What follows belongs to an exercise in optimizing a design on an open flow for small area, a short achievable clock period and few clock cycles; a production flow would make more cautious choices. RTL that was checked went through simulation tests only; none was proved equivalent to the original. For runs 3 and 4, only the layout was checked, not whether the RTL still works. Power and IR drop assume default switching activity.

==> flow/design.v <==
module cf2_blframer (
    input  wire        clk,
    input  wire        rst,           
    input  wire        boot_stay,     
    input  wire [31:0] app_word,      
    input  wire        rx_valid,
    input  wire [7:0]  rx_data,
    output wire        rx_ready,      
    output reg         tx_valid,
    output reg  [7:0]  tx_data,
    input  wire        tx_ready,
    output reg         stg_we,
    output reg         stg_re,
    output reg  [13:0] stg_addr,
    output reg  [7:0]  stg_wdata,
    input  wire [7:0]  stg_rdata,
    output reg         fc_we,
    output reg  [1:0]  fc_reg,        
    output wire [31:0] fc_addr,
    output wire [31:0] fc_wdata,
    input  wire        fc_busy,
    output reg         diag_valid,
    output reg  [1:0]  diag_code,     
    output wire        idle,
    output wire        app_mode,
    output wire        fault
);
    localparam [7:0]  SYNC1 = 8'hBC;
    localparam [7:0]  SYNC2 = 8'hCF;
    localparam [31:0] FC_KEY1     = 32'h4567_0123;
    localparam [31:0] FC_KEY2     = 32'hCDEF_89AB;
    localparam [31:0] PROGRAM_CFG = 32'h0000_0201;    
    localparam [1:0] REG_KEY = 2'd0, REG_CFG = 2'd1, REG_WORD = 2'd2;
    localparam [1:0] DIAG_CKSUM = 2'd1, DIAG_BOUNDS = 2'd2, DIAG_STAGE = 2'd3;
    localparam [6:0] RING_LAST = 7'd97;
    function automatic [6:0] inc(input [6:0] p);
        inc = (p == RING_LAST) ? 7'd0 : p + 7'd1;
    endfunction
    function automatic [6:0] addmod(input [6:0] p, input [6:0] k);
        reg [7:0] s;
        begin
            s = {1'b0, p} + {1'b0, k};
            addmod = (s >= 8'd98) ? s[6:0] - 7'd98 : s[6:0];
        end
    endfunction
    reg app_r;
    always @(posedge clk)
        if (rst)
            app_r <= !boot_stay && (app_word != 32'hFFFF_FFFF);
    reg [7:0] ring [0:97];
    reg [6:0] wp;          
    reg [6:0] tp;          
    reg       rdy;
    assign rx_ready = rdy;
    wire push = rx_valid && rdy;
    always @(posedge clk)
        if (push)
            ring[wp] <= rx_data;
    localparam [2:0] C_IDLE = 3'd0, C_LOAD = 3'd1, C_FLASH = 3'd2, C_SEND = 3'd3,
                     C_FAULT = 3'd4;
    reg [2:0] cmd;
    reg       flt;
    reg  [6:0] rp;
    wire [7:0] ring_rd = ring[rp];
    localparam [2:0] F_SYNC1 = 3'd0, F_SYNC2 = 3'd1, F_TYPE = 3'd2, F_LEN = 3'd3,
                     F_PAYLOAD = 3'd4, F_CKLO = 3'd5, F_CKHI = 3'd6;
    localparam [2:0] OP_NONE = 3'd0, OP_INFO = 3'd1, OP_LOAD = 3'd2, OP_WRITE = 3'd3,
                     OP_STAT = 3'd4;
    reg  [6:0] fp;         
    reg        fb_v;       
    reg  [7:0] fb;
    reg  [6:0] cpos;
    reg  [2:0] fst;
    reg  [4:0] fcnt;
    reg  [7:0] ck_a, ck_b;
    reg        ck_lo_ok;
    reg  [7:0] ftype;
    reg  [5:0] flen;
    reg  [6:0] fbase;      
    reg  [6:0] p7pos;      
    reg        p1ff;
    reg  [2:0] opc;
    reg        pg_ok;
    reg  [3:0] pg;
    reg  [7:0] p5, p6, p7, p8;    
    reg        pn16;
    reg        pend;
    reg        pgood;
    reg        lbok;
    reg  [6:0] pend_end;
    wire admit     = (flen >= 6'd3) && p1ff;
    wire dispatch  = pend && (cmd == C_IDLE);
    wire wf_disp   = pgood && admit && (opc == OP_WRITE);
    wire f_block   = (fst == F_TYPE) &&
                     ((pend && !(dispatch && !wf_disp)) || (cmd == C_FLASH));
    wire f_consume = fb_v && !f_block;
    wire can_fetch = !app_r && (!fb_v || f_consume);
    wire fetch_byp = can_fetch && (fp == wp) && push;
    wire fetch_rng = can_fetch && (fp != wp) && (cmd == C_IDLE);
    wire fetch     = fetch_byp || fetch_rng;
    wire [6:0] fp_n = fetch ? inc(fp) : fp;
    wire fl_next;
    wire [7:0] b = fb;
    wire [7:0] ck_a_n = ck_a + b;
    wire [7:0] ck_b_n = ck_b + ck_a_n;
    wire [5:0] lb_cnt_f = flen - 6'd7;
    always @(posedge clk) begin
        if (rst) begin
            fp   <= 7'd0;
            cpos <= 7'd0;
            fb_v <= 1'b0;
            fst  <= F_SYNC1;
        end else begin
            fp <= fp_n;
            if (fetch) begin
                fb   <= fetch_byp ? rx_data : ring_rd;
                fb_v <= 1'b1;
            end else if (f_consume)
                fb_v <= 1'b0;
            if (f_consume) begin
                cpos <= inc(cpos);
                case (fst)
                F_SYNC1: if (b == SYNC1) fst <= F_SYNC2;
                F_SYNC2: fst <= (b == SYNC2) ? F_TYPE : F_SYNC1;
                F_TYPE: begin
                    ftype <= b;
                    ck_a  <= b;
                    ck_b  <= b;
                    p1ff  <= 1'b0;
                    opc   <= OP_NONE;
                    pg_ok <= 1'b1;
                    pg    <= 4'd0;
                    p5    <= 8'd0;
                    p6    <= 8'd0;
                    p7    <= 8'd0;
                    p8    <= 8'd0;
                    pn16  <= 1'b0;
                    fst   <= F_LEN;
                end
                F_LEN: begin
                    flen  <= b[5:0];
                    ck_a  <= ck_a_n;
                    ck_b  <= ck_b_n;
                    fbase <= inc(cpos);
                    fcnt  <= 5'd0;
                    if (b > 8'd32)      fst <= F_SYNC1;
                    else if (b == 8'd0) fst <= F_CKLO;
                    else                fst <= F_PAYLOAD;
                end
                F_PAYLOAD: begin
                    ck_a <= ck_a_n;
                    ck_b <= ck_b_n;
                    fcnt <= fcnt + 5'd1;
                    case (fcnt)
                    5'd1: p1ff <= (b == 8'hFF);
                    5'd2: case (b)
                              8'h10:   opc <= OP_INFO;
                              8'h14:   opc <= OP_LOAD;
                              8'h18:   opc <= OP_WRITE;
                              8'h19:   opc <= OP_STAT;
                              default: opc <= OP_NONE;
                          endcase
                    5'd3: begin pg_ok <= (b <= 8'd9); pg <= b[3:0]; end
                    5'd4: if (b != 8'd0) pg_ok <= 1'b0;
                    5'd5: p5 <= b;
                    5'd6: begin p6 <= b; p7pos <= inc(cpos); end
                    5'd7: p7 <= b;
                    5'd8: p8 <= b;
                    default: ;
                    endcase
                    if ({1'b0, fcnt} + 6'd1 == flen)
                        fst <= F_CKLO;
                end
                F_CKLO: begin
                    ck_lo_ok <= (b == ck_a);
                    lbok     <= (flen >= 6'd7) && pg_ok &&
                                ({1'b0, p6, p5} + {11'd0, lb_cnt_f} <= 17'd1024);
                    fst      <= F_CKHI;
                end
                default: begin  
                    fst <= F_SYNC1;
                end
                endcase
            end
            if (fl_next) begin
                {pn16, p6, p5} <= {pn16, p6, p5} + 17'd1;
                {p8, p7}       <= {p8, p7} - 16'd1;
            end
        end
    end
    wire f_done = f_consume && (fst == F_CKHI);
    wire [6:0] cpos_n = f_consume ? inc(cpos) : cpos;
    wire [6:0] tp_n   = dispatch ? pend_end :
                        (cmd == C_IDLE && !pend) ? cpos_n : tp;
    wire       q63    = (wp == addmod(tp, 7'd63));
    wire       q64    = (wp == addmod(tp, 7'd64));
    reg        idle_r;
    always @(posedge clk) begin
        if (rst) begin
            wp     <= 7'd0;
            tp     <= 7'd0;
            rdy    <= 1'b1;
            pend   <= 1'b0;
            idle_r <= 1'b0;
        end else begin
            if (push) wp <= inc(wp);
            tp     <= tp_n;
            rdy    <= push ? !q63 : !q64;
            idle_r <= !app_r && (cmd == C_IDLE) && !pend && (wp == tp) && !push;
            if (f_done) begin
                pend     <= 1'b1;
                pgood    <= ck_lo_ok && (b == ck_b);
                pend_end <= inc(cpos);
            end else if (dispatch)
                pend <= 1'b0;
        end
    end
    assign idle     = idle_r;
    assign app_mode = app_r;
    assign fault    = flt;
    reg  [10:0] cnt;       
    localparam [2:0] T_H0 = 3'd0, T_H1 = 3'd1, T_TYPE = 3'd2, T_LEN = 3'd3, T_PAY = 3'd4,
                     T_CKA = 3'd5, T_CKB = 3'd6, T_END = 3'd7;
    reg  [2:0]  tph;
    reg  [7:0]  rtype;
    reg  [5:0]  rlen;      
    reg         rgi;       
    wire [5:0]  pq   = cnt[5:0];           
    wire [7:0]  rb   = stg_wdata;          
    reg  [31:0] word;                      
    wire [7:0]  tx_a = word[7:0];
    wire [7:0]  tx_b = word[15:8];
    localparam [3:0] FP_PAGE = 4'd0, FP_EK1 = 4'd1, FP_EK2 = 4'd2, FP_ECFG = 4'd3,
                     FP_PK1 = 4'd4, FP_PK2 = 4'd5, FP_PCFG = 4'd6, FP_WORDS = 4'd7,
                     FP_NEXT = 4'd8;
    reg  [3:0]  fls;
    wire [16:0] pnum = {pn16, p6, p5};    
    wire [15:0] nrem = {p8, p7};          
    reg  [3:0]  pidx;      
    wire [10:0] rdc = cnt;   
    reg  [7:0]  wr_w;      
    reg         unsched;   
    reg         wfull;     
    reg         rv;        
    reg  [1:0]  rk;        
    reg         fbz;       
    assign fl_next = (cmd == C_FLASH) && (fls == FP_NEXT);
    wire can_sched = !fc_busy && !(fc_we && fbz);
    wire wready    = wfull || (rv && rk == 2'd3);
    wire rd_act    = (cmd == C_FLASH) && !rdc[10] &&
                     (fls == FP_PCFG || fls == FP_WORDS || (fls == FP_PK2 && can_sched));
    wire rd_go     = rd_act && ((rdc[1:0] != 2'd0) || !unsched ||
                                (fls == FP_WORDS && can_sched));
    wire wr_go     = (cmd == C_FLASH) && (fls == FP_WORDS) && wready && can_sched;
    assign fc_addr  = {4'd0, 1'b1, pnum, wr_w, 2'b00};
    assign fc_wdata = word;
    function automatic [4:0] sector_of(input [16:0] p);
        case (p)
            17'd0:   sector_of = {1'b1, 4'd0};
            17'd16:  sector_of = {1'b1, 4'd1};
            17'd32:  sector_of = {1'b1, 4'd2};
            17'd48:  sector_of = {1'b1, 4'd3};
            17'd64:  sector_of = {1'b1, 4'd4};
            17'd128: sector_of = {1'b1, 4'd5};
            17'd256: sector_of = {1'b1, 4'd6};
            17'd384: sector_of = {1'b1, 4'd7};
            17'd512: sector_of = {1'b1, 4'd8};
            17'd640: sector_of = {1'b1, 4'd9};
            17'd768: sector_of = {1'b1, 4'd10};
            17'd896: sector_of = {1'b1, 4'd11};
            default: sector_of = 5'd0;
        endcase
    endfunction
    wire [4:0] psect = sector_of(pnum);
    wire [5:0] nlen = rgi ? 6'd24 : 6'd5;
    reg        povr;
    reg  [7:0] pval;
    always @(*) begin
        povr = 1'b1;
        pval = 8'h00;
        if (rgi) begin
            case (pq)
                6'd3:  pval = 8'h00;
                6'd4:  pval = 8'h04;
                6'd5:  pval = 8'h0A;
                6'd6:  pval = 8'h00;
                6'd7:  pval = 8'h00;
                6'd8:  pval = 8'h04;
                6'd9:  pval = 8'h10;
                6'd10: pval = 8'h00;
                6'd23: pval = 8'h10;
                default: povr = 1'b0;
            endcase
        end else begin
            case (pq)
                6'd3: pval = 8'h01;
                6'd4: pval = 8'h00;
                default: povr = 1'b0;
            endcase
        end
        if (!povr && pq >= rlen)
            povr = 1'b1;             
    end
    wire [7:0] pre_b = povr ? pval : ring_rd;
    reg [7:0] tsel;
    always @(*) begin
        case (tph)
            T_H0:    tsel = SYNC1;
            T_H1:    tsel = SYNC2;
            T_TYPE:  tsel = rtype;
            T_LEN:   tsel = {2'b00, nlen};
            T_PAY:   tsel = rb;
            T_CKA:   tsel = tx_a;
            default: tsel = tx_b;
        endcase
    end
    wire tx_ld  = !tx_valid || tx_ready;
    wire pf_go  = (tph == T_LEN) || (tph == T_PAY && pq != nlen);
    reg [6:0] rp_n;
    always @(*) begin
        rp_n = fp_n;
        case (cmd)
        C_IDLE: if (dispatch && pgood && admit) begin
            if (opc == OP_LOAD) begin
                if (lbok && lb_cnt_f != 6'd0)
                    rp_n = p7pos;
            end
            else if (opc == OP_INFO || opc == OP_STAT || opc == OP_WRITE)
                rp_n = fbase;
        end
        C_LOAD:  rp_n = (cnt[4:0] == 5'd1) ? fp_n : inc(rp);
        C_SEND:  rp_n = (tx_ld && tph == T_END) ? fp_n :
                        (tx_ld && pf_go) ? inc(rp) : rp;
        C_FLASH: rp_n = rp;
        default: rp_n = fp_n;
        endcase
    end
    always @(posedge clk) begin
        stg_we     <= 1'b0;
        stg_re     <= 1'b0;
        fc_we      <= 1'b0;
        diag_valid <= 1'b0;
        rv         <= stg_re;
        rk         <= stg_addr[1:0];
        rp         <= rp_n;
        if (rst) begin
            cmd      <= C_IDLE;
            flt      <= 1'b0;
            tx_valid <= 1'b0;
            fc_reg   <= REG_KEY;
            fbz      <= 1'b0;
        end else begin
            case (cmd)
            C_IDLE: if (dispatch) begin
                rtype      <= ftype;
                rlen       <= flen;
                tph        <= T_H0;
                cnt        <= 11'd0;
                word[15:0] <= 16'd0;
                if (!pgood) begin
                    diag_valid <= 1'b1;
                    diag_code  <= DIAG_CKSUM;
                end else if (admit) begin
                    case (opc)
                    OP_INFO: begin
                        rgi <= 1'b1;
                        cmd <= C_SEND;
                    end
                    OP_STAT: begin
                        rgi <= 1'b0;
                        cmd <= C_SEND;
                    end
                    OP_LOAD: begin
                        if (lbok) begin
                            cnt      <= {6'd0, lb_cnt_f[4:0]};
                            stg_addr <= {pg, p6[1:0], p5};
                            if (lb_cnt_f != 6'd0)
                                cmd <= C_LOAD;
                        end else begin
                            diag_valid <= 1'b1;
                            diag_code  <= DIAG_BOUNDS;
                        end
                    end
                    OP_WRITE: begin
                        rgi  <= 1'b0;
                        pidx <= 4'd0;
                        fls  <= FP_PAGE;
                        cmd  <= C_FLASH;
                    end
                    default: ;
                    endcase
                end
            end
            C_LOAD: begin
                stg_we    <= 1'b1;
                stg_wdata <= ring_rd;
                if (stg_we) stg_addr <= stg_addr + 14'd1;
                cnt       <= cnt - 11'd1;
                if (cnt[4:0] == 5'd1)
                    cmd <= C_IDLE;
            end
            C_SEND: if (tx_ld) begin
                tx_data <= tsel;
                if (tph == T_END) begin
                    tx_valid <= 1'b0;
                    cmd      <= C_IDLE;
                end else
                    tx_valid <= 1'b1;
                if (tph == T_TYPE || tph == T_LEN || tph == T_PAY) begin
                    word[7:0]  <= tx_a + tsel;
                    word[15:8] <= tx_b + tx_a;
                end
                if (tph == T_CKA)
                    word[15:8] <= tx_b + tx_a;
                if (pf_go) begin
                    stg_wdata <= pre_b;
                    cnt       <= cnt + 11'd1;
                end
                if (tph != T_PAY || pq == nlen)
                    tph <= tph + 3'd1;
            end
            C_FLASH: begin
                if (fc_we && fc_reg == REG_WORD) wr_w <= wr_w + 8'd1;
                if (wr_go)
                    wfull <= 1'b0;
                else if (rv && rk == 2'd3)
                    wfull <= 1'b1;
                if (wr_go)
                    unsched <= 1'b0;
                if (rd_go) begin
                    stg_re   <= 1'b1;
                    stg_addr <= {pidx, rdc[9:0]};
                    cnt      <= cnt + 11'd1;
                    if (rdc[1:0] == 2'd3) unsched <= 1'b1;
                end
                if (rv) word <= {stg_rdata, word[31:8]};
                case (fls)
                FP_PAGE: begin
                    cnt     <= 11'd0;
                    wr_w    <= 8'd0;
                    unsched <= 1'b0;
                    wfull   <= 1'b0;
                    if (nrem == 16'd0) begin
                        tph        <= T_H0;
                        word[15:0] <= 16'd0;
                        cmd        <= C_SEND;
                    end else if (pidx == 4'd10) begin
                        diag_valid <= 1'b1;
                        diag_code  <= DIAG_STAGE;
                        flt        <= 1'b1;
                        cmd        <= C_FAULT;
                    end else
                        fls <= psect[4] ? FP_EK1 : FP_PK1;
                end
                FP_EK1, FP_EK2, FP_ECFG, FP_PK1, FP_PK2, FP_PCFG: if (can_sched) begin
                    fc_we  <= 1'b1;
                    fc_reg <= (fls == FP_ECFG || fls == FP_PCFG) ? REG_CFG : REG_KEY;
                    fbz    <= (fls == FP_ECFG);
                    case (fls)
                        FP_EK1, FP_PK1: word <= FC_KEY1;
                        FP_EK2, FP_PK2: word <= FC_KEY2;
                        FP_ECFG:        word <= {15'd0, 1'b1, 6'd0, 2'b10, 1'b0,
                                                 psect[3:0], 3'b010};
                        default:        word <= PROGRAM_CFG;
                    endcase
                    fls    <= fls + 4'd1;
                end
                FP_WORDS: begin
                    if (wr_go) begin
                        fc_we  <= 1'b1;
                        fc_reg <= REG_WORD;
                        fbz    <= 1'b1;
                        if (wr_w == 8'd255) fls <= FP_NEXT;
                    end
                end
                default: begin  
                    pidx <= pidx + 4'd1;
                    fls  <= FP_PAGE;
                end
                endcase
            end
            default: ;  
            endcase
        end
    end
endmodule
==> flow/run.sh <==
#!/bin/bash
# synth_recipe.tcl (not shown) runs the flow's synth.tcl, then flattens the netlist and writes it again
# the make line also repeats each setting of config.mk as NAME=value (left out here)
make -C /OpenROAD-flow-scripts/flow DESIGN_CONFIG=/design/flow/config.mk WORK_HOME=/design/flow/orfs CLKGATE_MAP_FILE= SYNTH_SCRIPT=/design/flow/synth_recipe.tcl finish
==> flow/config.mk <==
export PLATFORM = sky130hd
export DESIGN_NAME = cf2_blframer
export DESIGN_NICKNAME = cf2_blframer
export VERILOG_FILES = /design/flow/design.v
export SDC_FILE = /design/flow/constraint.sdc
export NUM_CORES = 4
export LEC_CHECK = 0
export CAP_MARGIN = 20
export CORE_MARGIN = 2
export CORE_UTILIZATION = 40
export CTS_CLUSTER_SIZE = 30
export PLACE_DENSITY = 0.6
export SETUP_SLACK_MARGIN = 4.4
export SLEW_MARGIN = 20
==> flow/constraint.sdc <==
create_clock -name core_clock -period 8.0 [get_ports {clk}]
set_input_delay 1.6000 -clock core_clock [delete_from_list [all_inputs] [get_ports {clk}]]
set_output_delay 1.6000 -clock core_clock [all_outputs]
set_load 0.01 [all_outputs]
==> reports/metrics.cfg, run 1 <==
[logic_synthesis]
yosysSeqAreaShare_pct=66.0
post_synth_mux_area_share_pct=13.1
number_of_warnings_reported_in_the_yosys_synthesis_log=1
post_synth_fa_ha_maj_area_fraction_pct=2.30
yosys.area_share.xor_xnor_pct=2.70
synth_top_family_by_area=multiplexers
yosys_register_bits=1073
synth_cell_types=82
syn_avg_cell_area_um2=15.5
compound_cell_area_share_of_the_yosys_netlist_pct=6.39
synth_edf_count=1012
netlist_area_mm2=0.0479
synthesis.instances=3097
synthArstFlopShare_pct=0
synth_simple_gate_area_share_pct=7.56
synthFlopType=edfxtp_1

[drt]
drc=0
route.detailed.vias_per_inst=5.62
detail-route-antenna-nets=0
detail_route.first_pass.iterations=8
first_iter_violations=2533
postRouteWirelength_um=122000
routedWlPerCell_um=24.7
vias=27798

[final_layout]
layout-drive-gt1-share_pct=16.5
top_register_by_number_of_flip_flops=ring
finished_layout_cell_area_mm2=0.0551
final_net_count=3385
antenna_cells_inserted=0
instances_no_fill=4943
largest_register_ffs=784
reg_top3=ring x784, word x32, stg_addr x14
layout.core_utilization_pct=46.5
fillers=10249
synthToLayoutAreaGrowth_pct=15.0

[critical_path]
setup.worst_path.end_class=flip-flop
timing.reg2reg.setup_slack_ns=4.49
cp-start-kind=flip-flop
worstPathArrival_ns=3.94
required_ns=8.42
crit_path_max_fanout=73
critPathKind=flip-flop to flip-flop

[timing]
worst-slew-pin-transition_ns=1.08
timing_max_transition_violations_final=0
max-slew-margin-rel_pct=27.7
report.final.hold_viol_count=0
post-route-period-util_pct=43.9
final.setup.worst_slack_ns=4.49
sum_of_negative_setup_slack_ns=0
finClkSkew_ns=0.0341
achievable-frequency_ghz=0.285
timing.final.setup_violations=0
min_hold_slack_ns=0.342
rsz0062_at_grt=yes
fin_crit_ns=3.51

[global_routing]
antenna_found_initial=2
grt_pass1_wl_um=181000
grt_pass1_vias=27576
largest_net_degree_at_the_start_of_global_routing=100
groute.usage.overall_pct=19.7
gr-total-overflow=0

[place]
dpl.cell_count=4715
dpl_cell_area_mm2=0.0511
gp_routability_congestion=0.849
post-place-ws_ns=3.37
post-dp-hpwl_um=78600
port_buffers=153

[worst_hold_path]
hold_path_class=flip-flop to flip-flop

[pwr]
power.density_cell_area_mw_per_mm2=238
power.combinational.fraction_pct=13.6
power.switching_fraction_pct=24.3
total_power_mw=13.1
sequentialPowerShare_pct=47.6
peak_supply_drop_uv=192
total_switching_power_mw=3.19
power.leakage_nw=17.6
power.internal_mw=9.94
p_clk_share_pct=38.8

[clock_network]
clkLatencyLatePin_ns=0.70
cts_tree=built
clock-sinks=1073
clock_tree.buffer_depth=3
clock_edge_transition_at_the_registers_on_the_reported_setup_and_hold_paths_ns=0.06
numCtsBuffers=110
cts.root.buffer_cell=clkbuf_16
cts_max_level=3

[die]
die_width_um=350
design.portCount=161
effective_utilization_at_floorplan_pct=40.5
rows=126
design.core.area_mm2=0.118
die_h_um=350
fp.dieArea_mm2=0.123

[status]
outcome=no timing/DRC/antenna violations

[run]
drv.max_cap_violation_count=0

## area by class of cell
type / instances / area (um^2) / area share [%]
clock buffer: 140 / 2920 / 5.30
clock inverter: 69 / 678 / 1.23
inverter: 58 / 218 / 0.395
multi-input combinational: 1794 / 15500 / 28.2
sequential: 1073 / 31600 / 57.4
tap: 1600 / 2000 / 3.63
timing repair buffer: 209 / 2090 / 3.80
## cells in the final DEF (no fill, tap or decap), types with 45 or more instances in the layout
cell type / count
edfxtp_1: 1012
nor2_1: 259
mux4_2: 232
nand2_1: 155
clkdlybuf4s50_1: 144
a21oi_1: 120
clkbuf_16: 111
o21ai_0: 101
xnor2_1: 84
mux2i_1: 78
ha_1: 77
nand3_1: 61
xor2_1: 61
inv_1: 58
dfxtp_1: 54
buf_4: 53
nor3_1: 45
## cell families (layout without fill, tap and decap cells)
| kind of cell | after synthesis | in the layout |
|---|---|---|
| flops | 1073 | 1073 |
| simple gates | 755 | 755 |
| compound gates | 467 | 468 |
| mux | 333 | 333 |
| buf+inv | 236 | 476 |
| xor+xnor | 146 | 146 |
| fa+ha+maj | 85 | 85 |
| other cells | 2 | 7 |
## power by group through the flow
stage | registers [mW] | clock network (mW) | logic [mW]
6_report | 6.25 | 5.10 | 1.78
5_1_grt | 6.25 | 5.40 | 1.90
4_1_cts | 6.26 | 5.20 | 1.79
3_5_place_dp | 6.40 | 0 | 1.69
3_3_place_gp | 6.40 | 0 | 1.68
2_1_floorplan | 6.31 | 0 | 1.24
## Yosys cell counts, types with 17 or more instances
cell / n / area share [%]
nand2_1: 155 / 1.2
o21ai_0: 102 / 1.1
buf_1: 22 / 0.17
nor2b_1: 27 / 0.35
buf_2: 24 / 0.25
mux4_2: 232 / 11
o22ai_1: 23 / 0.30
a21o_1: 33 / 0.52
a21oi_1: 121 / 1.3
nor4_1: 18 / 0.24
nand2b_1: 20 / 0.26
dfxtp_1: 61 / 2.5
and3_1: 30 / 0.39
mux2i_1: 78 / 1.6
nor2_1: 279 / 2.2
edfxtp_1: 1012 / 63
nand4_1: 21 / 0.27
a211oi_1: 22 / 0.34
a22oi_1: 29 / 0.45
nand3_1: 62 / 0.65
mux2_2: 23 / 0.54
inv_1: 58 / 0.45
ha_1: 80 / 2.1
a31oi_1: 17 / 0.22
nor3_1: 46 / 0.48
clkbuf_1: 124 / 0.97
xor2_1: 61 / 1.1
xnor2_1: 84 / 1.5
## worst paths after layout
kind | startpoint | to | cells after the start
worst max register to register | flip-flop | fb[4] | 6
worst max-delay path | flip-flop | fb[4] | 6
worst min-delay path | stg_re | rv | 0
worst min register to register | stg_re | rv | 0
## worst max-delay path, stage by stage (launching register included)
cell and delay, ns:
dfxtp_4 0.69, buf_16 0.34, mux4_2 0.45, mux4_2 0.54, a221oi_1 0.59, a221o_1 0.32
mux2i_1 0.12
## what timing repair did
| action | in CTS | in global routing |
|---|---|---|
| pin swaps | 1 | 2 |
| resized for setup | 16 | 29 |
| hold buffers | 0 | 0 |
| buffers inserted | 12 | 4 |
| cloned | 2 | 1 |
| setup endpoints to repair | 140 | 222 |
## layer usage
layer | wire length (um) | global-route usage, % | vias to the layer above | share of wire (%)
met4 | 3200 | 5.46 | 4 | 2.6
met3 | 6800 | 3.17 | 187 | 5.6
met5 | 25 | 0 | - | 0.020
li1 | - | - | 12474 | -
met2 | 60300 | 33.1 | 913 | 49
met1 | 51700 | 26.6 | 14220 | 42
Testbench counts, summed over its fixed seeds: cycles 41,977.
==> inputs of run 2 (changes only) <==
--- a/flow/config.mk
+++ b/flow/config.mk
@@ -10,5 +10,3 @@
 export CORE_UTILIZATION = 40
-export CTS_CLUSTER_SIZE = 30
 export PLACE_DENSITY = 0.6
-export SETUP_SLACK_MARGIN = 4.4
 export SLEW_MARGIN = 20
==> reports/metrics.cfg, run 2 <==
[status]
outcome=no timing/DRC/antenna violations

[global_routing]
grt_use_met3_pct=2.77
antenna_found_initial=1
groute.layer.met2.usage_pct=32.5
gr-usage-met1_pct=26.6
grt_busiest_layer=met2
groute.usage.overall_pct=19.5
grt_pass1_wl_um=179000
grt_pass1_vias=27623
largest_net_degree_at_the_start_of_global_routing=131
gr-total-overflow=0

[timing]
rsz0062_at_grt=no
fin_crit_ns=4.14
timing.final.setup_violations=0
max-slew-margin-rel_pct=25.9
achievable-frequency_ghz=0.242
report.final.hold_viol_count=0
final.setup.worst_slack_ns=3.86
worst-slew-pin-transition_ns=1.11
sum_of_negative_setup_slack_ns=0
post-route-period-util_pct=51.7
timing_max_transition_violations_final=0
finClkSkew_ns=0.0493

[logic_synthesis]
yosys_top_cell_area_share_pct=63.4
netlist_area_mm2=0.0479
number_of_warnings_reported_in_the_yosys_synthesis_log=1
synth.largest_area_cell=edfxtp_1
yosysSeqAreaShare_pct=66.0
synthesis.instances=3097
yosys_register_bits=1073
post_synth_fa_ha_maj_area_fraction_pct=2.30
compound_cell_area_share_of_the_yosys_netlist_pct=6.39
synthFlopType=edfxtp_1
synth_edf_count=1012
synth_simple_gate_area_share_pct=7.56
yosys.area_share.xor_xnor_pct=2.70
synth_cell_types=82
yosysMostFrequentCell=edfxtp_1
ys_top_cells_by_count=1012 x edfxtp_1, 279 x nor2_1, 232 x mux4_2
synthArstFlopShare_pct=0
syn_avg_cell_area_um2=15.5
post_synth_mux_area_share_pct=13.1
synth_area_leaders=edfxtp_1 63%, mux4_2 11%, dfxtp_1 2.5%
synth_top_family_by_area=multiplexers

[die]
design.portCount=161
fp.dieArea_mm2=0.123
design.core.area_mm2=0.118
die_width_um=350
effective_utilization_at_floorplan_pct=40.5
die_h_um=350
rows=126

[clock_network]
cts_max_level=3
cts_hold_buf=0
cts.root.buffer_cell=clkbuf_16
clock_edge_transition_at_the_registers_on_the_reported_setup_and_hold_paths_ns=0.06
clkLatencyLatePin_ns=0.73
numCtsBuffers=108
clock_tree.buffer_depth=3
cts_tree=built
clock-sinks=1073
cts_resizes=0
post-cts-setup-buffers=0

[final_layout]
antenna_cells_inserted=0
seqCellArea_mm2=0.0316
top_register_by_number_of_flip_flops=ring
layout_common_cells=1012 x edfxtp_1, 278 x nor2_1, 232 x mux4_2, 155 x nand2_1, 144 x clkdlybuf4s50_1
layout-drive-gt1-share_pct=15.4
largest_register_ffs=784
fillers=10134
reg_top3=ring x784, word x32, stg_addr x14
multiInputGateArea_mm2=0.0154
layout.core_utilization_pct=46.3
synthToLayoutAreaGrowth_pct=14.3
most_common_cell_after_layout_fill_and_taps_aside=edfxtp_1
final_net_count=3360

[critical_path]
critical_path.reg2reg.endpoint=word[6]
critPathKind=flip-flop to flip-flop
worstPathArrival_ns=4.53
rr_worst_depth=12
timing.reg2reg.setup_slack_ns=3.86
critical_path.most_common_cell=a21o_1
crit_chain=ha_1 -> or2_2 -> nor3_1 -> a21oi_1 -> ha_1 -> fa_1 -> a21o_1 -> a21o_1 -> a21o_1 -> a21oi_1 -> xor2_1 -> o22ai_1
r2r_start=tph[0]
timing.critical_path.max_delay_family=simple AND/OR/NAND/NOR gates
crit_path_max_fanout=12
critical_path.n_buffers_inverters=0
critical_path.max_stage_delay_ns=0.76
setup.worst_path.end_class=flip-flop
cp-start-kind=flip-flop
worst_path_max_delay_cell=nor3_1
required_ns=8.39

[drt]
route.detailed.vias_per_inst=5.62
detail_route.first_pass.iterations=6
first_iter_violations=2629
postRouteWirelength_um=120000
vias=27641
detail-route-antenna-nets=0
drc=0
routedWlPerCell_um=24.4

[place]
post-place-ws_ns=3.25
port_buffers=153
post-dp-hpwl_um=78500
gp_routability_congestion=0.846

[run]
drv.max_cap_violation_count=0

[worst_hold_path]
holdPathEnd=rv
worstHoldStart=stg_re
holdPathStages=0
hold_path_class=flip-flop to flip-flop

[pwr]
power.combinational.fraction_pct=12.7
sequentialPowerShare_pct=47.7
total_switching_power_mw=3.18
power.internal_mw=9.99
peak_supply_drop_uv=251
power.leakage_nw=17.5
power.switching_fraction_pct=24.2
p_clk_share_pct=39.6
power.density_cell_area_mw_per_mm2=241

[run 2: cell types whose count changed in the layout (fill, tap and decap cells not counted), sizes merged]
cell | before | now
clkinv | 49 | 45
buf | 63 | 43
clkinvlp | 6 | 11
bufbuf | 2 | 0
clkbuf | 140 | 133
bufinv | 9 | 12
o2111a | 3 | 2
inv | 63 | 60
[run 2: logic make-up after synthesis]
group                    Yosys count
flip-flops                      1073
AND/OR/NAND/NOR                  755
multiplexers                     333
other                              2
AO/OA/AOI/OAI                    467
adder cells (fa/ha/maj)           85
XOR/XNOR                         146
buffers and inverters            236
[run 2: layout make-up]
type                    count  share of cell area, %
well taps                1600                   3.66
clock inverters            70                   1.48
multi-input cells        1793                   28.1
clock buffers             133                   5.31
flip-flops and latches   1073                   57.7
repair buffers            187                   3.30
inverters                  58                  0.398
[run 2: power groups by stage]
stage / registers, mW / logic (mW) / clock network, mW
floorplan: 6.31 / 1.24 / 0
global placement: 6.40 / 1.68 / 0
detailed placement: 6.40 / 1.69 / 0
CTS: 6.28 / 1.70 / 5.31
global route: 6.29 / 1.78 / 5.52
finish: 6.28 / 1.67 / 5.22
[run 2: layer usage]
layer | part of all wire, % | vias to the layer above
li1 | - | 12421
met1 | 42 | 14077
met2 | 49 | 959
met3 | 5.9 | 184
met4 | 2.8 | 0
met5 | 0 | -
[run 2: how the worst max path moves through the flow]
stage | slack, ns | cells past startpoint | to | from
floorplan | 3.69 | 6 | stg_addr[0] | fc_busy
global placement | 3.36 | 4 | ring[68][3] | rx_valid
detailed placement | 3.25 | 4 | ring[60][2] | rx_valid
CTS | 3.83 | 12 | word[6] | tph[0]
global route | 3.53 | 13 | word[6] | tph[0]
finish | 3.86 | 12 | word[6] | tph[0]
[run 2: per-stage QoR]
| step | area (um^2) | instances | hold WS [ns] | power, mW |
|---|---|---|---|---|
| finish | 54800 | 4914 | 0.357 | 13.2 |
| global route | 54800 | 4914 | 0.371 | 13.6 |
| CTS | 54800 | 4914 | 0.359 | 13.3 |
| detailed placement | 51000 | 4711 | 0.347 | 8.10 |
| global placement | 51000 | 4711 | 0.346 | 8.09 |
| floorplan | 47900 | 3102 | 0.382 | 7.54 |
==> inputs of run 3 (changes only) <==
--- a/flow/design.v
+++ b/flow/design.v
@@ -38,9 +38,2 @@
     endfunction
-    function automatic [6:0] addmod(input [6:0] p, input [6:0] k);
-        reg [7:0] s;
-        begin
-            s = {1'b0, p} + {1'b0, k};
-            addmod = (s >= 8'd98) ? s[6:0] - 7'd98 : s[6:0];
-        end
-    endfunction
     reg app_r;
@@ -84,4 +77,6 @@
     reg  [3:0] pg;
-    reg  [7:0] p5, p6, p7, p8;    
+    reg  [7:0] p5, p6;            
     reg        pn16;
+    reg  [3:0] n7;                
+    reg        n7big, n8nz;       
     reg        pend;
@@ -134,4 +129,5 @@
                     p6    <= 8'd0;
-                    p7    <= 8'd0;
-                    p8    <= 8'd0;
+                    n7    <= 4'd0;
+                    n7big <= 1'b0;
+                    n8nz  <= 1'b0;
                     pn16  <= 1'b0;
@@ -166,4 +162,4 @@
                     5'd6: begin p6 <= b; p7pos <= inc(cpos); end
-                    5'd7: p7 <= b;
-                    5'd8: p8 <= b;
+                    5'd7: begin n7 <= b[3:0]; n7big <= (b > 8'd10); end
+                    5'd8: n8nz <= (b != 8'd0);
                     default: ;
@@ -175,4 +171,4 @@
                     ck_lo_ok <= (b == ck_a);
-                    lbok     <= (flen >= 6'd7) && pg_ok &&
-                                ({1'b0, p6, p5} + {11'd0, lb_cnt_f} <= 17'd1024);
+                    lbok     <= (flen >= 6'd7) && pg_ok && (p6[7:3] == 5'd0) &&
+                                ({1'b0, p6[2:0], p5} + {7'd0, lb_cnt_f[4:0]} <= 12'd1024);
                     fst      <= F_CKHI;
@@ -184,6 +180,4 @@
             end
-            if (fl_next) begin
+            if (fl_next)
                 {pn16, p6, p5} <= {pn16, p6, p5} + 17'd1;
-                {p8, p7}       <= {p8, p7} - 16'd1;
-            end
         end
@@ -194,4 +188,6 @@
                         (cmd == C_IDLE && !pend) ? cpos_n : tp;
-    wire       q63    = (wp == addmod(tp, 7'd63));
-    wire       q64    = (wp == addmod(tp, 7'd64));
+    wire [7:0] dq_raw = {1'b0, wp} - {1'b0, tp};
+    wire [6:0] dq     = dq_raw[7] ? dq_raw[6:0] + 7'd98 : dq_raw[6:0];
+    wire       q63    = (dq == 7'd63);
+    wire       q64    = (dq == 7'd64);
     reg        idle_r;
@@ -221,5 +217,5 @@
     reg  [10:0] cnt;       
-    localparam [2:0] T_H0 = 3'd0, T_H1 = 3'd1, T_TYPE = 3'd2, T_LEN = 3'd3, T_PAY = 3'd4,
-                     T_CKA = 3'd5, T_CKB = 3'd6, T_END = 3'd7;
-    reg  [2:0]  tph;
+    localparam T_H0 = 0, T_H1 = 1, T_TYPE = 2, T_LEN = 3, T_PAY = 4, T_CKA = 5, T_CKB = 6,
+               T_END = 7;
+    reg  [7:0]  tph;
     reg  [7:0]  rtype;
@@ -237,3 +233,4 @@
     wire [16:0] pnum = {pn16, p6, p5};    
-    wire [15:0] nrem = {p8, p7};          
+    wire        nflt = n7big || n8nz;     
+    wire [3:0]  npg  = nflt ? 4'd10 : n7;  
     reg  [3:0]  pidx;      
@@ -303,17 +300,12 @@
     end
-    wire [7:0] pre_b = povr ? pval : ring_rd;
-    reg [7:0] tsel;
-    always @(*) begin
-        case (tph)
-            T_H0:    tsel = SYNC1;
-            T_H1:    tsel = SYNC2;
-            T_TYPE:  tsel = rtype;
-            T_LEN:   tsel = {2'b00, nlen};
-            T_PAY:   tsel = rb;
-            T_CKA:   tsel = tx_a;
-            default: tsel = tx_b;
-        endcase
-    end
+    wire [7:0] st_d = (cmd == C_SEND && povr) ? pval : ring_rd;
+    wire [7:0] tsel = ({8{tph[T_H0]}}   & SYNC1) |
+                      ({8{tph[T_H1]}}   & SYNC2) |
+                      ({8{tph[T_TYPE]}} & rtype) |
+                      ({8{tph[T_LEN]}}  & {2'b00, nlen}) |
+                      ({8{tph[T_PAY]}}  & rb) |
+                      ({8{tph[T_CKA]}}  & tx_a) |
+                      ({8{tph[T_CKB]}}  & tx_b);
     wire tx_ld  = !tx_valid || tx_ready;
-    wire pf_go  = (tph == T_LEN) || (tph == T_PAY && pq != nlen);
+    wire pf_go  = tph[T_LEN] || (tph[T_PAY] && pq != nlen);
     reg [6:0] rp_n;
@@ -330,4 +322,4 @@
         end
-        C_LOAD:  rp_n = (cnt[4:0] == 5'd1) ? fp_n : inc(rp);
-        C_SEND:  rp_n = (tx_ld && tph == T_END) ? fp_n :
+        C_LOAD:  rp_n = (cnt[4:0] == 5'd31) ? fp_n : inc(rp);
+        C_SEND:  rp_n = (tx_ld && tph[T_END]) ? fp_n :
                         (tx_ld && pf_go) ? inc(rp) : rp;
@@ -356,3 +348,3 @@
                 rlen       <= flen;
-                tph        <= T_H0;
+                tph        <= 8'd1;
                 cnt        <= 11'd0;
@@ -374,3 +366,3 @@
                         if (lbok) begin
-                            cnt      <= {6'd0, lb_cnt_f[4:0]};
+                            cnt      <= {6'd0, 5'd7 - flen[4:0]};    
                             stg_addr <= {pg, p6[1:0], p5};
@@ -395,6 +387,6 @@
                 stg_we    <= 1'b1;
-                stg_wdata <= ring_rd;
+                stg_wdata <= st_d;
                 if (stg_we) stg_addr <= stg_addr + 14'd1;
-                cnt       <= cnt - 11'd1;
-                if (cnt[4:0] == 5'd1)
+                cnt       <= cnt + 11'd1;
+                if (cnt[4:0] == 5'd31)
                     cmd <= C_IDLE;
@@ -403,3 +395,3 @@
                 tx_data <= tsel;
-                if (tph == T_END) begin
+                if (tph[T_END]) begin
                     tx_valid <= 1'b0;
@@ -408,3 +400,3 @@
                     tx_valid <= 1'b1;
-                if (tph == T_TYPE || tph == T_LEN || tph == T_PAY) begin
+                if (tph[T_TYPE] || tph[T_LEN] || tph[T_PAY]) begin
                     word[7:0]  <= tx_a + tsel;
@@ -412,10 +404,10 @@
                 end
-                if (tph == T_CKA)
+                if (tph[T_CKA])
                     word[15:8] <= tx_b + tx_a;
                 if (pf_go) begin
-                    stg_wdata <= pre_b;
+                    stg_wdata <= st_d;
                     cnt       <= cnt + 11'd1;
                 end
-                if (tph != T_PAY || pq == nlen)
-                    tph <= tph + 3'd1;
+                if (!tph[T_PAY] || pq == nlen)
+                    tph <= {tph[6:0], 1'b0};
             end
@@ -442,7 +434,7 @@
                     wfull   <= 1'b0;
-                    if (nrem == 16'd0) begin
-                        tph        <= T_H0;
+                    if (pidx == npg && !nflt) begin
+                        tph        <= 8'd1;
                         word[15:0] <= 16'd0;
                         cmd        <= C_SEND;
-                    end else if (pidx == 4'd10) begin
+                    end else if (pidx == npg) begin
                         diag_valid <= 1'b1;
==> flow/flow/run.sh (new file) <==
#!/bin/bash
# The standard layout, with plain buffers (buf_2) on the ports in place of the
# delay-cell buffers buffer_ports picks by default. Every port still gets its
# own buffer; all other steps are the standard.sh unchanged.
set -euo pipefail
bash standard.sh "BUFFER_PORTS_ARGS=-buffer_cell sky130_fd_sc_hd__buf_2" finish > standard_flow.log 2>&1
==> flow/standard.sh (new file) <==
#!/bin/bash
# synth_recipe.tcl (not shown) runs the flow's synth.tcl, then flattens the netlist and writes it again
# the make line also repeats each setting of config.mk as NAME=value (left out here)
make -C /OpenROAD-flow-scripts/flow DESIGN_CONFIG=/design/flow/config.mk WORK_HOME=/design/flow/orfs CLKGATE_MAP_FILE= SYNTH_SCRIPT=/design/flow/synth_recipe.tcl "${@:-finish}"
--- a/flow/config.mk
+++ b/flow/config.mk
@@ -10,3 +10,6 @@
 export CORE_UTILIZATION = 40
+export CTS_CLUSTER_DIAMETER = 80
+export CTS_CLUSTER_SIZE = 25
 export PLACE_DENSITY = 0.6
+export SETUP_SLACK_MARGIN = 5.0
 export SLEW_MARGIN = 20
removed: flow/run.sh
==> reports/metrics.cfg, run 3 <==
[status]
outcome=no timing/DRC/antenna violations

[global_routing]
antenna_found_initial=0
gr-total-overflow=0
groute.usage.overall_pct=19.5
grt_pass1_vias=26405
largest_net_degree_at_the_start_of_global_routing=100
grt_pass1_wl_um=176000

[critical_path]
critical_path.n_buffers_inverters=3
setup.worst_path.end_class=flip-flop
worstPathArrival_ns=3.72
rr_worst_depth=12
worst_setup_path_startpoint=tx_ready
timing.reg2reg.setup_slack_ns=4.97
r2r_start=cnt[0]
worst-path-stages=11
crit_chain=buf_2 -> nand2b_4 -> nand2_1 -> or3_1 -> a22o_2 -> or2_4 -> buf_12 -> clkinv_8 -> mux2_4 -> maj3_2 -> o21ai_1
crit_path_max_fanout=9
timing.critical_path.max_delay_family=simple AND/OR/NAND/NOR gates
worst_path_max_delay_cell=or3_1
required_ns=8.59
critPathKind=primary input to flip-flop
critical_path.max_stage_delay_ns=0.31
cp-start-kind=primary input

[clock_network]
clkLatencyLatePin_ns=0.70
cts.root.buffer_cell=clkbuf_16
numCtsBuffers=53
clock_edge_transition_at_the_registers_on_the_reported_setup_and_hold_paths_ns=0.10
clock-sinks=1068
cts_tree=built
cts_max_level=2
clock_tree.buffer_depth=3
cts_hold_buf=0

[pwr]
power.switching_fraction_pct=27.5
sequentialPowerShare_pct=50.0
total_switching_power_mw=3.44
power.combinational.fraction_pct=24.5
peak_supply_drop_uv=162
power.internal_mw=9.10
p_clk_share_pct=25.5
power.density_cell_area_mw_per_mm2=236
power.leakage_nw=17.1
total_power_mw=12.5

[final_layout]
layout-drive-gt1-share_pct=26.3
most_common_cell_after_layout_fill_and_taps_aside=edfxtp_1
reg_top3=ring x784, word x32, stg_addr x14
largest_register_ffs=784
instances_no_fill=4715
final_net_count=3288
top_register_by_number_of_flip_flops=ring
finished_layout_cell_area_mm2=0.0533
layout_common_cells=1007 x edfxtp_1, 232 x mux4_2, 193 x nor2_1, 147 x buf_4, 143 x buf_2
synthToLayoutAreaGrowth_pct=13.9
layout.core_utilization_pct=45.9

[timing]
sum_of_negative_setup_slack_ns=0
fin_crit_ns=3.13
max-slew-margin-rel_pct=19.8
min_hold_slack_ns=0.354
finClkSkew_ns=0.0430
timing.final.setup_violations=0
achievable-frequency_ghz=0.320
final.setup.worst_slack_ns=4.87
rsz0062_at_grt=yes
worst-slew-pin-transition_ns=1.20
timing_max_transition_violations_final=0
post-route-period-util_pct=39.1
report.final.hold_viol_count=0

[logic_synthesis]
synth_cell_types=98
post_synth_fa_ha_maj_area_fraction_pct=2.26
synth_edf_count=1007
ys_top_cells_by_count=1007 x edfxtp_1, 248 x nor2_1, 232 x mux4_2
netlist_area_mm2=0.0468
synth_top_family_by_area=multiplexers
yosysSeqAreaShare_pct=67.3
synth.largest_area_cell=edfxtp_1
synthesis.instances=2918
yosys.area_share.xor_xnor_pct=2.35
yosysMostFrequentCell=edfxtp_1
synthArstFlopShare_pct=0
number_of_warnings_reported_in_the_yosys_synthesis_log=1
syn_avg_cell_area_um2=16.0
yosys_top_cell_area_share_pct=64.7
yosys_register_bits=1068
synthFlopType=edfxtp_1
synth_simple_gate_area_share_pct=7.43
compound_cell_area_share_of_the_yosys_netlist_pct=5.62
synth_area_leaders=edfxtp_1 65%, mux4_2 11%, dfxtp_1 2.6%
post_synth_mux_area_share_pct=13.1

[drt]
routedWlPerCell_um=25.3
detail_route.first_pass.iterations=6
detail-route-antenna-nets=0
first_iter_violations=2791
postRouteWirelength_um=119000
route.detailed.vias_per_inst=5.67
drc=0
vias=26717

[die]
die_h_um=346
rows=125
design.core.area_mm2=0.116
fp.dieArea_mm2=0.120
effective_utilization_at_floorplan_pct=40.3
design.portCount=161
die_width_um=346

[place]
dpl_cell_area_mm2=0.0493
gp_routability_congestion=0.850
post-place-ws_ns=3.80
port_buffers=153
dpl.cell_count=4475
post-dp-hpwl_um=74300

[run]
drv.max_cap_violation_count=0

[worst_hold_path]
hold_path_class=flip-flop to flip-flop

run 3: changes by cell type in the layout (fill, tap and decap cells not counted), moves of 19 or more:
cell,delta
clkinv_2,-19
buf_2,+142
o21ai_0,-23
clkbuf_16,-51
nor3_1,-19
a21oi_1,-23
xnor2_1,-25
buf_4,+110
mux2i_1,-27
nor2_1,-85
clkdlybuf4s50_1,-144
nor2_2,+42
run 3: how the worst min path moves through the flow:
stage / start / to / cells after the start
CTS: stg_re / rv / 0
global placement: stg_re / rv / 0
detailed placement: stg_re / rv / 0
floorplan: stg_re / rv / 0
finish: stg_re / rv / 0
global route: stg_re / rv / 0
run 3: logic make-up after synthesis:
logic type	count (synthesis)
flops	1068
simple gates	711
compound gates	402
mux	321
buf+inv	209
xor+xnor	124
fa+ha+maj	81
other cells	2
run 3: cell type report:
| type | instances | area (um^2) |
|---|---|---|
| multi-input cells | 1648 | 15300 |
| clock buffers | 72 | 1400 |
| fillers | 10093 | 62800 |
| inverters | 55 | 226 |
| repair inverters | 1 | 5.00 |
| diodes | 1 | 2.50 |
| repair buffers | 327 | 2620 |
| flip-flops and latches | 1068 | 31500 |
| clock inverters | 19 | 284 |
| well taps | 1524 | 1910 |
run 3: power by group through the flow:
stage | clock network (mW) | logic [mW] | registers, mW
floorplan | 0 | 1.90 | 6.35
global placement | 0 | 2.44 | 6.50
detailed placement | 0 | 2.45 | 6.50
CTS | 3.26 | 2.91 | 6.27
global route | 3.44 | 3.28 | 6.28
finish | 3.20 | 3.08 | 6.27
run 3: metal layers:
layer,track usage (%),vias to the layer above,wire [um]
li1,-,11954,-
met1,26.4,13738,50000
met2,33.1,873,59200
met3,2.49,152,6850
met4,5.61,0,3340
met5,0,-,0
run 3: repair_timing:
| action | CTS | global route |
|---|---|---|
| pin swaps | 19 | 27 |
| setup buffers | 85 | 45 |
| setup endpoints to repair | 467 | 247 |
| cloned | 8 | 6 |
| gates resized for setup | 97 | 75 |
==> inputs of run 4 (changes only) <==
==> flow/run.sh (new file) <==
#!/bin/bash
# synth_recipe.tcl (not shown) runs the flow's synth.tcl, then flattens the netlist and writes it again
# the make line also repeats each setting of config.mk as NAME=value (left out here)
make -C /OpenROAD-flow-scripts/flow DESIGN_CONFIG=/design/flow/config.mk WORK_HOME=/design/flow/orfs CLKGATE_MAP_FILE= SYNTH_SCRIPT=/design/flow/synth_recipe.tcl finish
--- a/flow/config.mk
+++ b/flow/config.mk
@@ -13,3 +13,3 @@
 export PLACE_DENSITY = 0.6
-export SETUP_SLACK_MARGIN = 5.0
+export SETUP_SLACK_MARGIN = 4.9
 export SLEW_MARGIN = 20
removed: flow/flow/run.sh
removed: flow/standard.sh
==> reports/metrics.cfg, run 4 <==
[logic_synthesis]
synth.largest_area_cell=edfxtp_1
synth_cell_types=98
synth_area_leaders=edfxtp_1 65%, mux4_2 11%, dfxtp_1 2.6%
synth_edf_count=1007
number_of_warnings_reported_in_the_yosys_synthesis_log=1
yosysMostFrequentCell=edfxtp_1
synthFlopType=edfxtp_1
yosys_register_bits=1068
ys_top_cells_by_count=1007 x edfxtp_1, 248 x nor2_1, 232 x mux4_2
yosys_top_cell_area_share_pct=64.7
syn_avg_cell_area_um2=16.0
synthArstFlopShare_pct=0
netlist_area_mm2=0.0468
yosysSeqAreaShare_pct=67.3
synthesis.instances=2918

[final_layout]
antenna_cells_inserted=0
layout.core_utilization_pct=46.6
most_common_cell_after_layout_fill_and_taps_aside=edfxtp_1
synthToLayoutAreaGrowth_pct=15.6
final_net_count=3310
largest_register_ffs=784
layout_common_cells=1007 x edfxtp_1, 232 x mux4_2, 163 x nor2_1, 163 x buf_4, 141 x nand2_1
reg_top3=ring x784, word x32, stg_addr x14
top_register_by_number_of_flip_flops=ring
layout-drive-gt1-share_pct=23.7

[clock_network]
cts.root.buffer_cell=clkbuf_16
numCtsBuffers=53
clkLatencyLatePin_ns=0.69
cts_hold_buf=0
clock-sinks=1068
cts_tree=built
clock_edge_transition_at_the_registers_on_the_reported_setup_and_hold_paths_ns=0.09
clock_tree.buffer_depth=3
cts_max_level=2

[critical_path]
worstPathArrival_ns=3.71
crit_path_max_fanout=5
critPathKind=primary input to flip-flop
cp-start-kind=primary input
setup.worst_path.end_class=flip-flop
required_ns=8.60

[timing]
post-route-period-util_pct=38.9
report.final.hold_viol_count=0
sum_of_negative_setup_slack_ns=0
fin_crit_ns=3.11
timing.final.setup_violations=0
max-slew-margin-rel_pct=33.7
worst-slew-pin-transition_ns=0.992
finClkSkew_ns=0.0592
achievable-frequency_ghz=0.322
timing_max_transition_violations_final=0
min_hold_slack_ns=0.385
rsz0062_at_grt=yes

[die]
effective_utilization_at_floorplan_pct=40.3
design.portCount=161
fp.dieArea_mm2=0.120
rows=125
design.core.area_mm2=0.116
die_width_um=346
die_h_um=346

[global_routing]
groute.usage.overall_pct=20.0
gr-total-overflow=0
largest_net_degree_at_the_start_of_global_routing=100
grt_pass1_vias=27197
antenna_found_initial=1
grt_pass1_wl_um=180000

[worst_hold_path]
hold_path_class=flip-flop to flip-flop

[drt]
drc=0
route.detailed.vias_per_inst=5.77
routedWlPerCell_um=26.0
detail-route-antenna-nets=0
postRouteWirelength_um=123000
vias=27292
detail_route.first_pass.iterations=5
first_iter_violations=3016

[run]
drv.max_cap_violation_count=0

[pwr]
peak_supply_drop_uv=168
power.leakage_nw=17.3
total_power_mw=12.6
power.density_cell_area_mw_per_mm2=234

[status]
outcome=no timing/DRC/antenna violations

[place]
gp_routability_congestion=0.870
post-dp-hpwl_um=76500
port_buffers=153

[run 4: cell counts after synthesis]
No cell type changed its count.
[run 4: cells by family after synthesis]
logic type                 count (synthesis)  share of synthesized area, %
AOI/OAI and AO/OA                        402                          5.62
and+or+nand+nor                          711                          7.43
muxes                                    321                          13.1
buffers and inverters                    209                          1.91
adders and majority gates                 81                          2.26
DFF                                     1068                          67.3
xor gates and xnor gates                 124                          2.35
other                                      2                        0.0161
[run 4: worst paths after layout]
| path | cells past startpoint | end | start | slack, ns |
|---|---|---|---|---|
| min | 0 | rv | stg_re | 0.39 |
| max | 11 | flip-flop | fc_busy | 4.89 |
| min reg2reg | 0 | rv | stg_re | 0.39 |
| max reg2reg | 7 | fb[7] | flip-flop | 4.91 |
[run 4: stage by stage]
step	setup slack, ns	std cells	cell area (um^2)
CTS	4.73	4675	53200
detailed placement	3.39	4477	50000
floorplan	4.31	2923	47000
finish	4.89	4728	54100
global route	4.77	4728	54100
global placement	3.46	4477	50000
[run 4: final cells by class]
type,instances,area (um^2)
clock buffers,67,1440
clock inverters,16,193
fillers,9945,62000
inverters,55,230
multi-input cells,1646,15300
flip-flops and latches,1068,31500
well taps,1524,1910
repair buffers,351,3450
repair inverters,1,5.00
[run 4: timing repair]
item | in CTS | in global routing
pin swaps | 19 | 18
gates cloned | 8 | 6
endpoints found under the setup margin | 872 | 512
resized for setup | 280 | 72
buffers inserted | 107 | 47
[run 4: routing by layer]
layer / track usage [%] / routed length [um] / part of all wire (%)
met2: 33.0 / 60200 / 49
met4: 7.57 / 4370 / 3.5
met3: 3.07 / 7630 / 6.2
met1: 26.9 / 50900 / 41
met5: 0 / 0 / 0
[run 4: power breakdown]
part / internal (mW) / switching [mW] / leakage, nW
sequential: 6.18 / 0.0776 / 9.62
combinational: 1.59 / 1.66 / 6.87
clock: 1.32 / 1.80 / 0.802
total: 9.09 / 3.54 / 17.3
[run 4: critical path, stage by stage]
cell	delay (ns)
buf_6	0.10
a21oi_4	0.15
nand3_2	0.07
a311o_1	0.36
a22o_4	0.25
or2_4	0.27
buf_12	0.14
clkinv_8	0.05
mux2_4	0.29
maj3_2	0.31
o21ai_2	0.12
==> inputs of run 5 (changes only) <==
--- a/flow/design.v
+++ b/flow/design.v
@@ -55,4 +55,25 @@
     reg       flt;
-    reg  [6:0] rp;
-    wire [7:0] ring_rd = ring[rp];
+    reg  [6:0]  rp;
+    reg  [12:0] rp_row;
+    reg  [7:0]  rp_col;
+    wire [7:0]  ring_rd;
+    wire [7:0]  row_rd [0:12];
+    genvar gr, gc;
+    generate
+        for (gr = 0; gr < 13; gr = gr + 1) begin : g_row
+            wire [7:0] t [0:7];
+            for (gc = 0; gc < 8; gc = gc + 1) begin : g_col
+                if (8 * gr + gc < 98) begin : g_slot
+                    assign t[gc] = {8{rp_col[gc]}} & ring[8 * gr + gc];
+                end else begin : g_none
+                    assign t[gc] = 8'd0;
+                end
+            end
+            assign row_rd[gr] = {8{rp_row[gr]}} &
+                                (t[0] | t[1] | t[2] | t[3] | t[4] | t[5] | t[6] | t[7]);
+        end
+    endgenerate
+    assign ring_rd = row_rd[0] | row_rd[1] | row_rd[2]  | row_rd[3]  | row_rd[4] |
+                     row_rd[5] | row_rd[6] | row_rd[7]  | row_rd[8]  | row_rd[9] |
+                     row_rd[10] | row_rd[11] | row_rd[12];
     localparam [2:0] F_SYNC1 = 3'd0, F_SYNC2 = 3'd1, F_TYPE = 3'd2, F_LEN = 3'd3,
@@ -337,3 +358,8 @@
         rp         <= rp_n;
+        rp_row     <= 13'd1 << rp_n[6:3];
+        rp_col     <= 8'd1 << rp_n[2:0];
         if (rst) begin
+            rp       <= 7'd0;
+            rp_row   <= 13'd1;
+            rp_col   <= 8'd1;
             cmd      <= C_IDLE;
==> reports/metrics.cfg, run 5 <==
[logic_synthesis]
synthesis.instances=3348
netlist_area_mm2=0.0461
ys_top_cells_by_count=1000 x edfxtp_1, 453 x a22oi_1, 282 x nor2_1
yosysSeqAreaShare_pct=68.7
synth_edf_count=1000
synth_cell_types=103
syn_avg_cell_area_um2=13.8
synthArstFlopShare_pct=0
yosys_register_bits=1082
number_of_warnings_reported_in_the_yosys_synthesis_log=1
yosysMostFrequentCell=edfxtp_1
synth_area_leaders=edfxtp_1 65%, a22oi_1 7.4%, dfxtp_1 3.6%
synthFlopType=edfxtp_1
synth.largest_area_cell=edfxtp_1
yosys_top_cell_area_share_pct=65.2

[timing]
post-route-period-util_pct=39.6
achievable-frequency_ghz=0.316
sum_of_negative_setup_slack_ns=0
max-slew-margin-rel_pct=33.1
timing_max_transition_violations_final=0
rsz0062_at_grt=yes
worst-slew-pin-transition_ns=0.999
finClkSkew_ns=0.0861
min_hold_slack_ns=0.351
report.final.hold_viol_count=0
fin_crit_ns=3.16
timing.final.setup_violations=0

[die]
rows=124
design.portCount=161
die_h_um=343
effective_utilization_at_floorplan_pct=40.3
design.core.area_mm2=0.114
die_width_um=343
fp.dieArea_mm2=0.118

[run]
drv.max_cap_violation_count=0

[drt]
vias=30473
postRouteWirelength_um=133000
first_iter_violations=4029
route.detailed.vias_per_inst=6.03
routedWlPerCell_um=26.4
detail-route-antenna-nets=0
detail_route.first_pass.iterations=7
drc=0

[clock_network]
clock-sinks=1082
cts_max_level=2
clkLatencyLatePin_ns=0.73
cts_tree=built
numCtsBuffers=54
clock_edge_transition_at_the_registers_on_the_reported_setup_and_hold_paths_ns=0.10
cts.root.buffer_cell=clkbuf_16
clock_tree.buffer_depth=3

[pwr]
power.switching_fraction_pct=25.3
peak_supply_drop_uv=219
power.combinational.fraction_pct=10.3
sequentialPowerShare_pct=59.6
p_clk_share_pct=30.1
total_switching_power_mw=2.67
power.internal_mw=7.87
power.leakage_nw=16.5
power.density_cell_area_mw_per_mm2=200

[critical_path]
setup.worst_path.end_class=flip-flop
timing.critical_path.max_delay_family=compound AO/OA/AOI/OAI gates
worst_path_max_delay_cell=a221o_1
cp-start-kind=primary input
worstPathArrival_ns=3.76
crit_path_max_fanout=8
critical_path.n_buffers_inverters=1
crit_chain=dlygate4sd2_1 -> nand2b_4 -> a21oi_4 -> o211ai_1 -> a221o_1 -> a41oi_2 -> a2bb2oi_4 -> or3_4 -> nor2_2
critPathKind=primary input to flip-flop
required_ns=8.60
critical_path.max_stage_delay_ns=0.43

[status]
outcome=no timing/DRC/antenna violations

[final_layout]
antenna_cells_inserted=0
finished_layout_cell_area_mm2=0.0525
fillers=10100
layout_common_cells=1000 x edfxtp_1, 446 x a22oi_1, 231 x nor2_1, 155 x buf_4, 136 x nand2_1
layout-drive-gt1-share_pct=13.2
largest_register_ffs=784
final_net_count=3655
synthToLayoutAreaGrowth_pct=14.0
top_register_by_number_of_flip_flops=ring
most_common_cell_after_layout_fill_and_taps_aside=edfxtp_1
reg_top3=ring x784, word x32, stg_addr x14

[place]
post-dp-hpwl_um=85300
port_buffers=153
dpl_cell_area_mm2=0.0491
gp_routability_congestion=0.888

[worst_hold_path]
hold_path_class=flip-flop to flip-flop

[global_routing]
antenna_found_initial=1
grt_busiest_layer=met2
grt_use_met3_pct=2.81
grt_pass1_wl_um=195000
largest_net_degree_at_the_start_of_global_routing=73
gr-total-overflow=0
gr-usage-met1_pct=32.9
grt_pass1_vias=28784
groute.usage.overall_pct=21.9
groute.layer.met2.usage_pct=34.4

[run 5: cell count changes after synthesis, moves of 14 or more]
cell,delta
a22oi_1,+430
mux4_2,-232
nand4_1,+100
clkbuf_1,+56
nor2_1,+34
dfxtp_1,+21
mux2i_1,-18
o21ai_0,-15
buf_2,-14
[run 5: cell type report]
type                       instances  area (um^2)  area share, %
tap                             1512         1890           3.60
inverter                          55          214          0.407
multi-input combinational       2007        14300           27.2
clock buffer                      60         1380           2.63
sequential                      1082        31700           60.4
clock inverter                    20          254          0.483
timing repair buffer             321         2770           5.27
[run 5: final timing paths]
| check | slack [ns] | to | cells after the start | from |
|---|---|---|---|---|
| hold / removal | 0.35 | rv | 0 | stg_re |
| setup reg to reg | 4.84 | rp_row[3] | 11 | cnt[1] |
| hold reg to reg | 0.35 | rv | 0 | stg_re |
| setup / recovery | 4.84 | rp_row[3] | 9 | tx_ready |
[run 5: kinds of logic (layout without fill, tap and decap cells)]
| logic type | count (synthesis) | count (layout) | share of synthesized area [%] |
|---|---|---|---|
| flip-flops | 1082 | 1082 | 68.7 |
| AND/OR/NAND/NOR | 875 | 875 | 9.74 |
| AO/OA/AOI/OAI | 871 | 871 | 13.4 |
| buffers and inverters | 264 | 456 | 2.32 |
| XOR/XNOR | 114 | 114 | 2.17 |
| adder cells (fa/ha/maj) | 81 | 81 | 2.29 |
| multiplexers | 59 | 59 | 1.31 |
| other | 2 | 7 | 0.0163 |
[run 5: what timing repair did]
| item | 4_1_cts | 5_1_grt |
|---|---|---|
| cloned | 0 | 0 |
| resized for setup | 207 | 102 |
| hold buffers | 0 | 0 |
| endpoints found under the setup margin | 867 | 195 |
| buffers inserted | 94 | 44 |
| pin swaps | 32 | 45 |
[run 5: metrics by stage]
stage	total power, mW	std cells	worst slack [ns]	utilization, %
floorplan	6.95	3353	4.18	-
global placement	7.39	4839	3.37	43.0
detailed placement	7.40	4839	3.39	43.0
CTS	10.5	5013	4.81	45.3
global route	10.8	5057	4.71	45.9
finish	10.5	5057	4.84	45.9
[run 5: per-layer routing]
metal | vias up | share of wire, %
li1 | 13493 | -
met1 | 15428 | 44
met2 | 1420 | 46
met3 | 132 | 8.3
met4 | 0 | 1.9
met5 | - | 0
[run 5: worst reg2reg max path, delay by kind of cell (launching register included)]
kind	cells	cell delay [ns]
fa+ha+maj	2	0.36
compound gates	4	0.98
simple gates	5	1.23
flops	1	0.49
[run 5: power groups by stage]
stage	Clock [mW]	Sequential, mW	Combinational [mW]
CTS	3.21	6.29	1.02
global placement	0	6.43	0.967
global route	3.39	6.29	1.15
finish	3.17	6.28	1.08
floorplan	0	6.34	0.607
detailed placement	0	6.43	0.973
Testbench counts of run 5, summed over its fixed seeds: cycles 41,977.

==> port drivers added, routing unchanged <==
Ports are ideal in the flow. The routed layouts listed here were re-timed in OpenROAD.
Step 1 sets driving cells, clkbuf_16 on the clock port and buf_2 on the other inputs (assumed; they add their load-dependent delay and slew).
Step 2 times the ports against the registers' clock, not the clock port: input delays grow and output delays shrink by t, the midpoint of the rising clock arrivals with the driver on.
a / b / c = ideal ports / drivers / drivers and shift; a / b = the first two.
run | t, ns | setup WS [ns] | worst setup path at the end | latest minus earliest clock arrival (ns)
run 1 | 0.768 | 4.487 / 4.414 / 3.685 | input to register | 0.058 / 0.058
run 2 | 0.768 | 3.863 / 3.863 / 3.099 | input to register | 0.062 / 0.063
run 3 | 0.744 | 4.874 / 4.904 / 4.165 | input to register | 0.058 / 0.058
run 4 | 0.732 | 4.890 / 4.850 / 4.189 | input to register | 0.062 / 0.063
run 5 | 0.755 | 4.835 / 4.812 / 4.109 | input to register | 0.091 / 0.090
After both steps setup and hold are still met in every run listed. The setup slack of run 1, which loses most, moves by -0.073 ns with the drivers and by -0.802 ns with both steps.
